Source: an optimization exercise on an open RTL-to-GDS flow (aim: small area, a short achievable clock period and few clock cycles). Production flows keep margins and buffers that such runs may drop. Function was checked by simulation only, so behaviour that the tests miss may differ from the original.

[design.v]
module aes_sbox (
    input  wire [7:0] a,
    input  wire       dec,
    output wire [7:0] y
);
    function [3:0] m4;   
        input [3:0] p, q;
        reg [6:0] t;
        begin
            t = ({3'b0, p} & {7{q[0]}}) ^ ({2'b0, p, 1'b0} & {7{q[1]}}) ^
                ({1'b0, p, 2'b0} & {7{q[2]}}) ^ ({p, 3'b0} & {7{q[3]}});
            m4 = {t[3] ^ t[4], t[2] ^ t[4], t[1] ^ t[4] ^ t[6], t[0] ^ t[4] ^ t[5]};
        end
    endfunction
    function [3:0] i4;   
        input [3:0] p;
        case (p)
            4'd0: i4 = 4'd0;
            4'd1: i4 = 4'd1;
            4'd2: i4 = 4'd15;
            4'd3: i4 = 4'd10;
            4'd4: i4 = 4'd8;
            4'd5: i4 = 4'd6;
            4'd6: i4 = 4'd5;
            4'd7: i4 = 4'd9;
            4'd8: i4 = 4'd4;
            4'd9: i4 = 4'd7;
            4'd10: i4 = 4'd3;
            4'd11: i4 = 4'd14;
            4'd12: i4 = 4'd13;
            4'd13: i4 = 4'd12;
            4'd14: i4 = 4'd11;
            4'd15: i4 = 4'd2;
        endcase
    endfunction
    wire [7:0] xe, xd, x;
    assign xe[0] = a[0] ^ a[2];
    assign xe[1] = a[2] ^ a[5];
    assign xe[2] = a[3];
    assign xe[3] = a[1] ^ a[2] ^ a[5] ^ a[6] ^ a[7];
    assign xe[4] = a[1] ^ a[5] ^ a[7];
    assign xe[5] = a[1] ^ a[2] ^ a[3] ^ a[4] ^ a[5] ^ a[6];
    assign xe[6] = a[1] ^ a[4] ^ a[6] ^ a[7];
    assign xe[7] = a[2] ^ a[3];
    assign xd[0] = a[1] ^ a[2] ^ a[4] ^ a[5];
    assign xd[1] = ~(a[1] ^ a[2]);
    assign xd[2] = a[0] ^ a[2] ^ a[5];
    assign xd[3] = ~(a[2] ^ a[4] ^ a[5]);
    assign xd[4] = a[0] ^ a[1] ^ a[2] ^ a[3] ^ a[7];
    assign xd[5] = ~(a[0] ^ a[3]);
    assign xd[6] = a[3] ^ a[4] ^ a[5] ^ a[6];
    assign xd[7] = ~(a[0] ^ a[1] ^ a[2] ^ a[4] ^ a[5] ^ a[7]);
    assign x = dec ? xd : xe;
    wire [3:0] h = x[7:4], l = x[3:0];
    wire [3:0] hl2, l2;
    assign hl2[0] = h[1];
    assign l2[0] = l[0] ^ l[2];
    assign hl2[1] = h[1] ^ h[2];
    assign l2[1] = l[2] ^ l[3];
    assign hl2[2] = h[0] ^ h[1];
    assign l2[2] = l[1] ^ l[2];
    assign hl2[3] = h[1] ^ h[3];
    assign l2[3] = l[2];
    wire [3:0] d  = hl2 ^ l2 ^ m4(h, l);
    wire [3:0] di = i4(d);
    wire [7:0] v  = {m4(h, di), m4(h ^ l, di)};
    wire [7:0] ye, yd;
    assign ye[0] = ~(v[0] ^ v[1] ^ v[4] ^ v[5] ^ v[7]);
    assign ye[1] = ~(v[0] ^ v[3]);
    assign ye[2] = v[0] ^ v[1] ^ v[3];
    assign ye[3] = v[0] ^ v[1] ^ v[4] ^ v[7];
    assign ye[4] = v[0] ^ v[1] ^ v[2] ^ v[3] ^ v[4] ^ v[5] ^ v[7];
    assign ye[5] = ~(v[2] ^ v[3] ^ v[4] ^ v[5] ^ v[7]);
    assign ye[6] = ~(v[4] ^ v[6] ^ v[7]);
    assign ye[7] = v[1] ^ v[4] ^ v[5];
    assign yd[0] = v[0] ^ v[2] ^ v[7];
    assign yd[1] = v[4] ^ v[5] ^ v[6] ^ v[7];
    assign yd[2] = v[2] ^ v[7];
    assign yd[3] = v[2];
    assign yd[4] = v[1] ^ v[3] ^ v[6];
    assign yd[5] = v[1] ^ v[2] ^ v[7];
    assign yd[6] = v[2] ^ v[3] ^ v[4] ^ v[7];
    assign yd[7] = v[1] ^ v[2] ^ v[5] ^ v[6];
    assign y = dec ? yd : ye;
endmodule
module aes_sbox_fwd (
    input  wire [7:0] a,
    output wire [7:0] y
);
    function [3:0] m4;   
        input [3:0] p, q;
        reg [6:0] t;
        begin
            t = ({3'b0, p} & {7{q[0]}}) ^ ({2'b0, p, 1'b0} & {7{q[1]}}) ^
                ({1'b0, p, 2'b0} & {7{q[2]}}) ^ ({p, 3'b0} & {7{q[3]}});
            m4 = {t[3] ^ t[4], t[2] ^ t[4], t[1] ^ t[4] ^ t[6], t[0] ^ t[4] ^ t[5]};
        end
    endfunction
    function [3:0] i4;   
        input [3:0] p;
        case (p)
            4'd0: i4 = 4'd0;
            4'd1: i4 = 4'd1;
            4'd2: i4 = 4'd15;
            4'd3: i4 = 4'd10;
            4'd4: i4 = 4'd8;
            4'd5: i4 = 4'd6;
            4'd6: i4 = 4'd5;
            4'd7: i4 = 4'd9;
            4'd8: i4 = 4'd4;
            4'd9: i4 = 4'd7;
            4'd10: i4 = 4'd3;
            4'd11: i4 = 4'd14;
            4'd12: i4 = 4'd13;
            4'd13: i4 = 4'd12;
            4'd14: i4 = 4'd11;
            4'd15: i4 = 4'd2;
        endcase
    endfunction
    wire [7:0] x;
    assign x[0] = a[0] ^ a[3] ^ a[4] ^ a[5] ^ a[6];
    assign x[1] = a[3] ^ a[7];
    assign x[2] = a[1] ^ a[3] ^ a[5] ^ a[7];
    assign x[3] = a[1] ^ a[2] ^ a[6];
    assign x[4] = a[1] ^ a[5] ^ a[7];
    assign x[5] = a[1] ^ a[2] ^ a[3] ^ a[4] ^ a[5] ^ a[6];
    assign x[6] = a[1] ^ a[4] ^ a[6] ^ a[7];
    assign x[7] = a[2] ^ a[3];
    wire [3:0] h = x[7:4], l = x[3:0];
    wire [3:0] hl2, l2;
    assign hl2[0] = h[0] ^ h[3];
    assign l2[0] = l[0] ^ l[2];
    assign hl2[1] = h[0] ^ h[1];
    assign l2[1] = l[2] ^ l[3];
    assign hl2[2] = h[0];
    assign l2[2] = l[1] ^ l[2];
    assign hl2[3] = h[0] ^ h[2];
    assign l2[3] = l[2];
    wire [3:0] d  = hl2 ^ l2 ^ m4(h, l);
    wire [3:0] di = i4(d);
    wire [7:0] v  = {m4(h, di), m4(h ^ l, di)};
    assign y[0] = ~(v[0] ^ v[1]);
    assign y[1] = ~(v[0] ^ v[3] ^ v[4] ^ v[5]);
    assign y[2] = v[0] ^ v[1] ^ v[3] ^ v[4] ^ v[6];
    assign y[3] = v[0] ^ v[1] ^ v[5];
    assign y[4] = v[0] ^ v[1] ^ v[2] ^ v[3] ^ v[4] ^ v[5] ^ v[6] ^ v[7];
    assign y[5] = ~(v[2] ^ v[3] ^ v[6]);
    assign y[6] = ~(v[4] ^ v[6] ^ v[7]);
    assign y[7] = v[1] ^ v[4] ^ v[6];
endmodule
module aes_round (
    input  wire [127:0] s,
    input  wire         dec,
    input  wire         last,
    input  wire [127:0] kx,
    input  wire [127:0] kn,
    output wire [127:0] y
);
    wire [127:0] sb;
    wire [127:0] x;
    wire [127:0] v;
    wire [127:0] mc;
    function [7:0] xtime;
        input [7:0] a;
        xtime = {a[6:0], 1'b0} ^ (a[7] ? 8'h1b : 8'h00);
    endfunction
    genvar i, c;
    generate
        for (i = 0; i < 16; i = i + 1) begin : g_sub
            aes_sbox u_sbox (.a(s[127-8*i -: 8]), .dec(dec), .y(sb[127-8*i -: 8]));
        end
        for (i = 0; i < 16; i = i + 1) begin : g_shift
            assign x[127-8*i -: 8] = sb[127-8*((i%4) + 4*(((i/4) + (i%4)) % 4)) -: 8];
        end
    endgenerate
    wire [127:0] u = x ^ kx;
    generate
        for (c = 0; c < 4; c = c + 1) begin : g_mix
            wire [7:0] a0 = u[127-8*(4*c+0) -: 8];
            wire [7:0] a1 = u[127-8*(4*c+1) -: 8];
            wire [7:0] a2 = u[127-8*(4*c+2) -: 8];
            wire [7:0] a3 = u[127-8*(4*c+3) -: 8];
            wire [7:0] e02 = xtime(xtime(a0 ^ a2));
            wire [7:0] e13 = xtime(xtime(a1 ^ a3));
            wire [7:0] b0 = dec ? a0 ^ e02 : a0;
            wire [7:0] b1 = dec ? a1 ^ e13 : a1;
            wire [7:0] b2 = dec ? a2 ^ e02 : a2;
            wire [7:0] b3 = dec ? a3 ^ e13 : a3;
            wire [7:0] t  = b0 ^ b1 ^ b2 ^ b3;
            assign mc[127-8*(4*c+0) -: 8] = b0 ^ t ^ xtime(b0 ^ b1);
            assign mc[127-8*(4*c+1) -: 8] = b1 ^ t ^ xtime(b1 ^ b2);
            assign mc[127-8*(4*c+2) -: 8] = b2 ^ t ^ xtime(b2 ^ b3);
            assign mc[127-8*(4*c+3) -: 8] = b3 ^ t ^ xtime(b3 ^ b0);
        end
    endgenerate
    assign y = last ? u : (mc ^ kn);
endmodule
module aes_colrev (
    input  wire [127:0] a,
    output wire [127:0] y
);
    assign y = {a[127:96], a[31:0], a[63:32], a[95:64]};
endmodule
module aes256_key_step (
    input  wire [255:0] w,
    input  wire         bwd,
    input  wire [3:0]   idx,
    output wire [255:0] wn
);
    wire [31:0] last  = bwd ? w[159:128] : w[31:0];
    wire [31:0] sw_in = idx[0] ? last : {last[23:0], last[31:24]};
    wire [31:0] sw;
    reg  [7:0]  rcon;
    aes_sbox_fwd u_s0 (.a(sw_in[31:24]), .y(sw[31:24]));
    aes_sbox_fwd u_s1 (.a(sw_in[23:16]), .y(sw[23:16]));
    aes_sbox_fwd u_s2 (.a(sw_in[15:8]),  .y(sw[15:8]));
    aes_sbox_fwd u_s3 (.a(sw_in[7:0]),   .y(sw[7:0]));
    always @(*) begin
        case (idx[3:1])
            3'd1:    rcon = 8'h01;
            3'd2:    rcon = 8'h02;
            3'd3:    rcon = 8'h04;
            3'd4:    rcon = 8'h08;
            3'd5:    rcon = 8'h10;
            3'd6:    rcon = 8'h20;
            3'd7:    rcon = 8'h40;
            default: rcon = 8'h00;
        endcase
    end
    wire [31:0] t = idx[0] ? sw : (sw ^ {rcon, 24'h0});
    wire [31:0] f0 = w[255:224] ^ t;
    wire [31:0] f1 = w[223:192] ^ f0;
    wire [31:0] f2 = w[191:160] ^ f1;
    wire [31:0] f3 = w[159:128] ^ f2;
    wire [31:0] b0 = w[127:96] ^ t;
    wire [31:0] b1 = w[95:64]  ^ w[127:96];
    wire [31:0] b2 = w[63:32]  ^ w[95:64];
    wire [31:0] b3 = w[31:0]   ^ w[63:32];
    assign wn = bwd ? {b0, b1, b2, b3, w[255:128]} : {w[127:0], f0, f1, f2, f3};
endmodule
module cpce_aes256_cbc (
    input  wire         clk,
    input  wire         rst,
    input  wire         cmd_valid,
    output wire         cmd_ready,
    input  wire [1:0]   cmd_op,
    input  wire [255:0] cmd_key,
    input  wire [127:0] cmd_data,
    output reg          res_valid,
    output wire [127:0] res_data
);
    localparam OP_INIT = 2'd0;
    localparam OP_ENC  = 2'd1;
    localparam OP_DEC  = 2'd2;
    localparam OP_ZERO = 2'd3;
    localparam S_IDLE = 2'd0;
    localparam S_RUN  = 2'd1;
    localparam S_PREP = 2'd2;
    reg  [1:0]   state;
    reg  [3:0]   rnd;        
    reg          dec;        
    reg          kmode;      
    reg          ivp;        
    reg          after_dec;  
    reg  [127:0] st;         
    reg  [127:0] chain;      
    reg  [127:0] cx;         
    reg  [255:0] kb;         
    reg  [255:0] kw;         
    wire last_enc = (rnd == 4'd14);
    wire last_dec = (rnd == 4'd0);
    wire last     = dec ? last_dec : last_enc;
    wire [255:0] kw_step;
    aes256_key_step u_key (.w(kw), .bwd(kmode), .idx(rnd + 4'd1), .wn(kw_step));
    wire [127:0] kd;
    aes_colrev u_kd (.a(kw[255:128]), .y(kd));
    wire [127:0] kx = dec ? kd : (last_enc ? kw[127:0] : 128'h0);
    wire [127:0] kn = dec ? 128'h0 : kw[127:0];
    wire [127:0] y;
    aes_round u_round (.s(st), .dec(dec), .last(last), .kx(kx), .kn(kn), .y(y));
    wire [127:0] y_nat;      
    aes_colrev u_yn (.a(y), .y(y_nat));
    assign cmd_ready = (state == S_IDLE) || (state == S_RUN && !dec && last_enc);
    assign res_data  = chain;
    wire accept = cmd_valid && cmd_ready;
    wire [127:0] chsel = (state == S_RUN) ? y : ((ivp || after_dec) ? cx : chain);
    wire [127:0] dec_in;     
    aes_colrev u_din (.a(cmd_data ^ (kmode ? kb[127:0] : 128'h0)), .y(dec_in));
    wire prep_done = kmode ? (rnd == 4'd1) : (rnd == 4'd13);
    wire [127:0] prep_key;
    aes_colrev u_pk (.a(kw_step[127:0]), .y(prep_key));
    always @(posedge clk) begin
        res_valid <= 1'b0;
        if (rst) begin
            state     <= S_IDLE;
            dec       <= 1'b0;
            kmode     <= 1'b0;
            ivp       <= 1'b0;
            after_dec <= 1'b0;
            chain     <= 128'h0;
            kb        <= 256'h0;
        end else begin
            case (state)
                S_RUN: begin
                    st <= y;
                    kw <= kw_step;
                    if (dec) begin
                        rnd <= rnd - 4'd1;
                        if (rnd == 4'd1)
                            kw[255:128] <= kw_step[255:128] ^ chain;
                        if (last_dec) begin
                            state     <= S_IDLE;
                            chain     <= y_nat;
                            res_valid <= 1'b1;
                            after_dec <= 1'b1;
                        end
                    end else begin
                        rnd <= rnd + 4'd1;
                        if (last_enc) begin
                            state     <= S_IDLE;
                            chain     <= y;
                            res_valid <= 1'b1;
                        end
                    end
                end
                S_PREP: begin
                    kw <= kw_step;
                    if (kmode) rnd <= rnd - 4'd1;
                    else       rnd <= rnd + 4'd1;
                    if (prep_done) begin
                        kb    <= kw_step;
                        kmode <= ~kmode;
                        state <= S_RUN;
                        if (dec) begin
                            st  <= st ^ prep_key;
                            rnd <= 4'd13;
                        end else begin
                            st  <= st ^ kw_step[255:128];
                            rnd <= 4'd1;
                        end
                    end
                end
                default: begin  
                    if (ivp || after_dec) chain <= cx;
                    ivp       <= 1'b0;
                    after_dec <= 1'b0;
                end
            endcase
            if (accept) begin
                after_dec <= 1'b0;
                case (cmd_op)
                    OP_INIT, OP_ZERO: begin
                        state <= S_IDLE;
                        kb    <= (cmd_op == OP_INIT) ? cmd_key : 256'h0;
                        cx    <= (cmd_op == OP_INIT) ? cmd_data : 128'h0;
                        kmode <= 1'b0;
                        ivp   <= 1'b1;
                    end
                    OP_ENC: begin
                        ivp <= 1'b0;
                        dec <= 1'b0;
                        kw  <= kb;
                        if (!kmode) begin
                            state <= S_RUN;
                            rnd   <= 4'd1;
                            st    <= cmd_data ^ chsel ^ kb[255:128];
                        end else begin
                            state <= S_PREP;
                            rnd   <= 4'd13;
                            st    <= cmd_data ^ chsel;
                        end
                    end
                    default: begin  
                        ivp   <= 1'b0;
                        dec   <= 1'b1;
                        kw    <= kb;
                        cx    <= cmd_data;
                        chain <= chsel;
                        st    <= dec_in;
                        if (kmode) begin
                            state <= S_RUN;
                            rnd   <= 4'd13;
                        end else begin
                            state <= S_PREP;
                            rnd   <= 4'd1;
                        end
                    end
                endcase
            end
        end
    end
endmodule
[config.mk]
export PLATFORM = sky130hd
export DESIGN_NAME = cpce_aes256_cbc
export DESIGN_NICKNAME = cpce_aes256_cbc
export VERILOG_FILES = /design/flow/design.v
export SDC_FILE = /design/flow/constraint.sdc
export NUM_CORES = 4
export LEC_CHECK = 0
export CAP_MARGIN = 20
export CORE_MARGIN = 2
export CORE_UTILIZATION = 25
export PLACE_DENSITY = 0.3
export SLEW_MARGIN = 20
[constraint.sdc]
create_clock -name core_clock -period 10.0 [get_ports {clk}]
set_input_delay 2.0000 -clock core_clock [delete_from_list [all_inputs] [get_ports {clk}]]
set_output_delay 2.0000 -clock core_clock [all_outputs]
set_load 0.01 [all_outputs]
[run.sh]
#!/bin/bash
# synth_recipe.tcl (not shown) runs the flow's synth.tcl, then flattens the netlist and writes it again
# the make line also repeats each setting of config.mk as NAME=value (left out here)
make -C /OpenROAD-flow-scripts/flow DESIGN_CONFIG=/design/flow/config.mk WORK_HOME=/design/flow/orfs CLKGATE_MAP_FILE= SYNTH_SCRIPT=/design/flow/synth_recipe.tcl finish
==> results by group <==
Clocking
  – Bufs on Longest Clock Path: 4
  – Clock root buffer: clkbuf_16
  – CTS buffer count: 144
  – Worst-path clk slew: 0.06 ns
  – CTS Sinks: 907
  – CTS tree: built
  – Clock latency (worst-skew pair): 0.98 ns
  – H-tree levels: 4

Timing
  – Worst-Margin Slew: 1.39 ns
  – Max Slew Vio Count: 0
  – Fin crit share: 100%
  – Relative slew slack: 6.89%
  – Fmax: 99.8 MHz
  – Endpoints failing hold: 0
  – Final Skew: 0.117 ns
  – Fin crit period: 10.02 ns
  – RSZ-0062 raised after global routing: true
  – Final worst slack: -0.0249 ns
  – Final setup fails: 1

Final layout
  – Final cell count without fillers: 23,296
  – Layout cells sized above 1: 14.7%
  – Post-route cell area: 154,000 µm²
  – Synth-to-layout area growth: 22.8%
  – Final net count: 16,969

Worst setup path
  – Crit path largest cell delay: 0.79 ns
  – Reg2reg path depth: 33
  – CP required: 10.68 ns
  – Crit Path Category: flip-flop to flip-flop
  – CP startpoint kind: flip-flop
  – Reg2reg start: kmode
  – CP dominant cell by count: xnor2_1
  – R2R Path End: st[86]
  – CP Capture Type: flip-flop
  – Peak fanout along the critical path: 16
  – CP max stage cell: nor2_1
  – R2r setup slk: -0.02 ns
  – Data arrival, critical path: 10.70 ns

Min path
  – Hold EP: kw[238]
  – Worst hold stages: 2
  – HP Class: flip-flop to flip-flop
  – Hold path start: kb[238]

Routing
  – DRC: 0
  – WL/cell: 45.1 µm
  – DRT antenna net count: 0
  – Vias per cell: 5.94
  – Initial drt markers: 22,056
  – DR vias: 138,324
  – Total Routed Length: 1050 mm
  – TritonRoute pass-1 iters: 8

Placed design
  – Routability congestion estimate: 1.05
  – Placed insts: 22,865
  – Placement Cell Area: 148,000 µm²
  – Port bufs: 518
  – HPWL after detailed placement: 823 mm

Run status
  – Outcome: finished with violations
  – Fail Reasons: setup timing

Synth
  – Largest cells by area after synthesis: xnor2_1 (14%), edfxtp_1 (12%), xnor3_1 (7.8%)
  – Yosys warnings: 5
  – Seq cells post-synth: 907
  – Register area share after synthesis: 18.7%
  – Synth Instances: 15,407
  – Post-Syn Nets: 15,985
  – Area leader, netlist: xnor2_1
  – Share of the synthesized area in the top cell type: 13.8%
  – Post-synth EDFFs: 516
  – Async SR Flop Fraction: 0%
  – Ys flop type: edfxtp_1
  – Synth unique cells: 123
  – Cell area after synthesis: 125,000 µm²
  – Syn_area_per_cell: 8.12 µm²

Global routing
  – First-pass GRT wire length: 1330 mm
  – Grt ovf: 0
  – GRT Util Overall: 39.6%
  – Largest net degree at the start of global routing: 153
  – Initial antenna violation count: 223
  – Number of global-route vias before repair: 125,131

Floorplan
  – Row cnt: 259
  – CORE AREA: 498,000 µm²
  – Initial Util: 25.1%
  – Die Y-Extent: 711 µm
  – DIE AREA: 506,000 µm²
  – Top Ports: 519
  – Chip width: 711 µm

Flow run
  – Max cap viols: 0
-- synth_stat cells (all sizes together), types with 37 or more instances --
| library cell | instances |
|---|---|
| ha | 189 |
| a21oi | 718 |
| nor3 | 263 |
| xnor2 | 2023 |
| nand2b | 82 |
| dfxtp | 391 |
| nand3 | 169 |
| a22oi | 86 |
| or2 | 46 |
| nand4 | 43 |
| nor2 | 1617 |
| nand2 | 1978 |
| a211oi | 396 |
| o31ai | 157 |
| mux4 | 37 |
| a221o | 37 |
| mux2 | 146 |
| a31oi | 300 |
| o21a | 87 |
| a221oi | 211 |
| xor2 | 801 |
| o22ai | 90 |
| o211ai | 200 |
| o21ai | 929 |
| o211a | 39 |
| a2111oi | 60 |
| nor2b | 284 |
| and3 | 134 |
| a21o | 92 |
| inv | 273 |
| o221ai | 76 |
| mux2i | 441 |
| xor3 | 167 |
| a211o | 63 |
| and2 | 79 |
| edfxtp | 516 |
| clkbuf | 868 |
| xnor3 | 437 |
| buf | 293 |
| nor4 | 73 |
| or3 | 70 |
-- repair_timing --
item                       4_1_cts  5_1_grt
pin swaps                        2        8
setup buffers                    2       33
hold endpoints to repair         0        0
hold buffers                     0        0
cloned                           0        0
resized for setup               19       81
setup endpoints to repair       13      134
-- placed cells by master (no fill, tap or decap), types with 296 or more instances in the layout --
master,instances
nand2_1,1952
buf_4,1387
a211oi_1,385
dfxtp_1,389
nor2_1,1586
xnor3_1,416
xnor2_1,1878
a31oi_1,296
mux2i_1,415
a21oi_1,694
o21ai_0,844
xor2_1,747
edfxtp_1,516
clkdlybuf4s50_1,517
-- critical path, delay by kind of cell (launching register included) --
kind                       cells  cell delay [ns]
buffers and inverters          7             1.71
adders and majority gates      2             0.64
muxes                          2             1.12
AOI/OAI and AO/OA              4             0.80
DFF                            1             0.57
and+or+nand+nor                4             1.24
xor gates and xnor gates      14             3.64
-- per-layer routing --
metal  global-route usage (%)  wire length (µm)  up-vias
met5                    0.264               627        -
met4                     23.3             73000       70
met3                     13.5            122000     1643
met2                     53.0            401000     9096
met1                     54.3            453000    70694
li1                         -                 -    56821
-- flip-flops by register name, summed over array words and instances (netlist names) --
| register | count |
|---|---|
| res_valid | 1 |
| cx | 128 |
| kb | 256 |
| chain | 128 |
| kw | 256 |
| after_dec | 1 |
| dec | 1 |
| state | 2 |
| kmode | 1 |
| st | 128 |
| rnd | 4 |
| ivp | 1 |
-- kinds of logic after synthesis --
group	count (synthesis)	share of synthesized area, %
multiplexers	624	5.59
AND/OR/NAND/NOR	4977	17.6
flip-flops	907	18.7
buffers and inverters	1442	4.59
AO/OA/AOI/OAI	3830	20.3
adder cells (fa/ha/maj)	199	1.97
XOR/XNOR	3428	31.3
-- worst max path at each step --
stage          startpoint      to  slack [ns]  cells past startpoint
2_1_floorplan         dec  st[90]       -0.75                     56
3_3_place_gp        kmode  st[54]       -0.80                     33
3_5_place_dp        kmode  st[54]       -0.47                     33
4_1_cts            st[57]  st[38]        0.03                     30
5_1_grt            st[25]  st[17]       -0.04                     31
6_report            kmode  st[86]       -0.02                     33
-- area by class of cell --
class	instances	area (µm²)
multi-input combinational	13058	98500
sequential	907	23300
inverter	281	1090
antenna	133	333
clock buffer	230	4280
fill	53135	344000
clock inverter	33	350
tap	6655	8330
timing repair buffer	1999	17500
-- metrics by stage --
step / worst slack, ns / util [%] / setup TNS [ns] / hold slack, ns
after floorplan: -0.746 / - / -16.64 / 0.507
after CTS: 0.0308 / 30.6 / 0 / 0.533
after global placement: -0.803 / 29.6 / -2.74 / 0.543
after detailed placement: -0.470 / 29.7 / -2.04 / 0.543
after global routing: -0.0373 / 30.8 / -0.0538 / 0.576
final: -0.0249 / 30.9 / -0.0249 / 0.518
Testbench counts, summed over its fixed seeds: cycles 13,941.

## separate check: timing with driven ports
How much do the figures lean on ideal ports? The routed layout below was timed once more, with nothing changed but the port constraints. Step 1: set_driving_cell puts a clkbuf_16 on clk and a buf_2 on each other input, an assumption about the parent block. Step 2, shift: input delay + t, output delay - t, t = (earliest + latest rising clock arrival at the registers) / 2. This alone moves slack from input paths to output paths. Slacks: no drivers / after step 1 / after step 2; pairs: no drivers / after step 1.
t, ns: 1.052
setup WS [ns]: -0.025 / -0.025 / -0.025
worst hold slack (ns): 0.518 / 0.518 / 0.518
slew at the worst register clock pin (ns): 0.08 / 0.08
For this run, drivers alone change the setup slack by 0.000 ns; drivers and shift together by 0.000 ns.
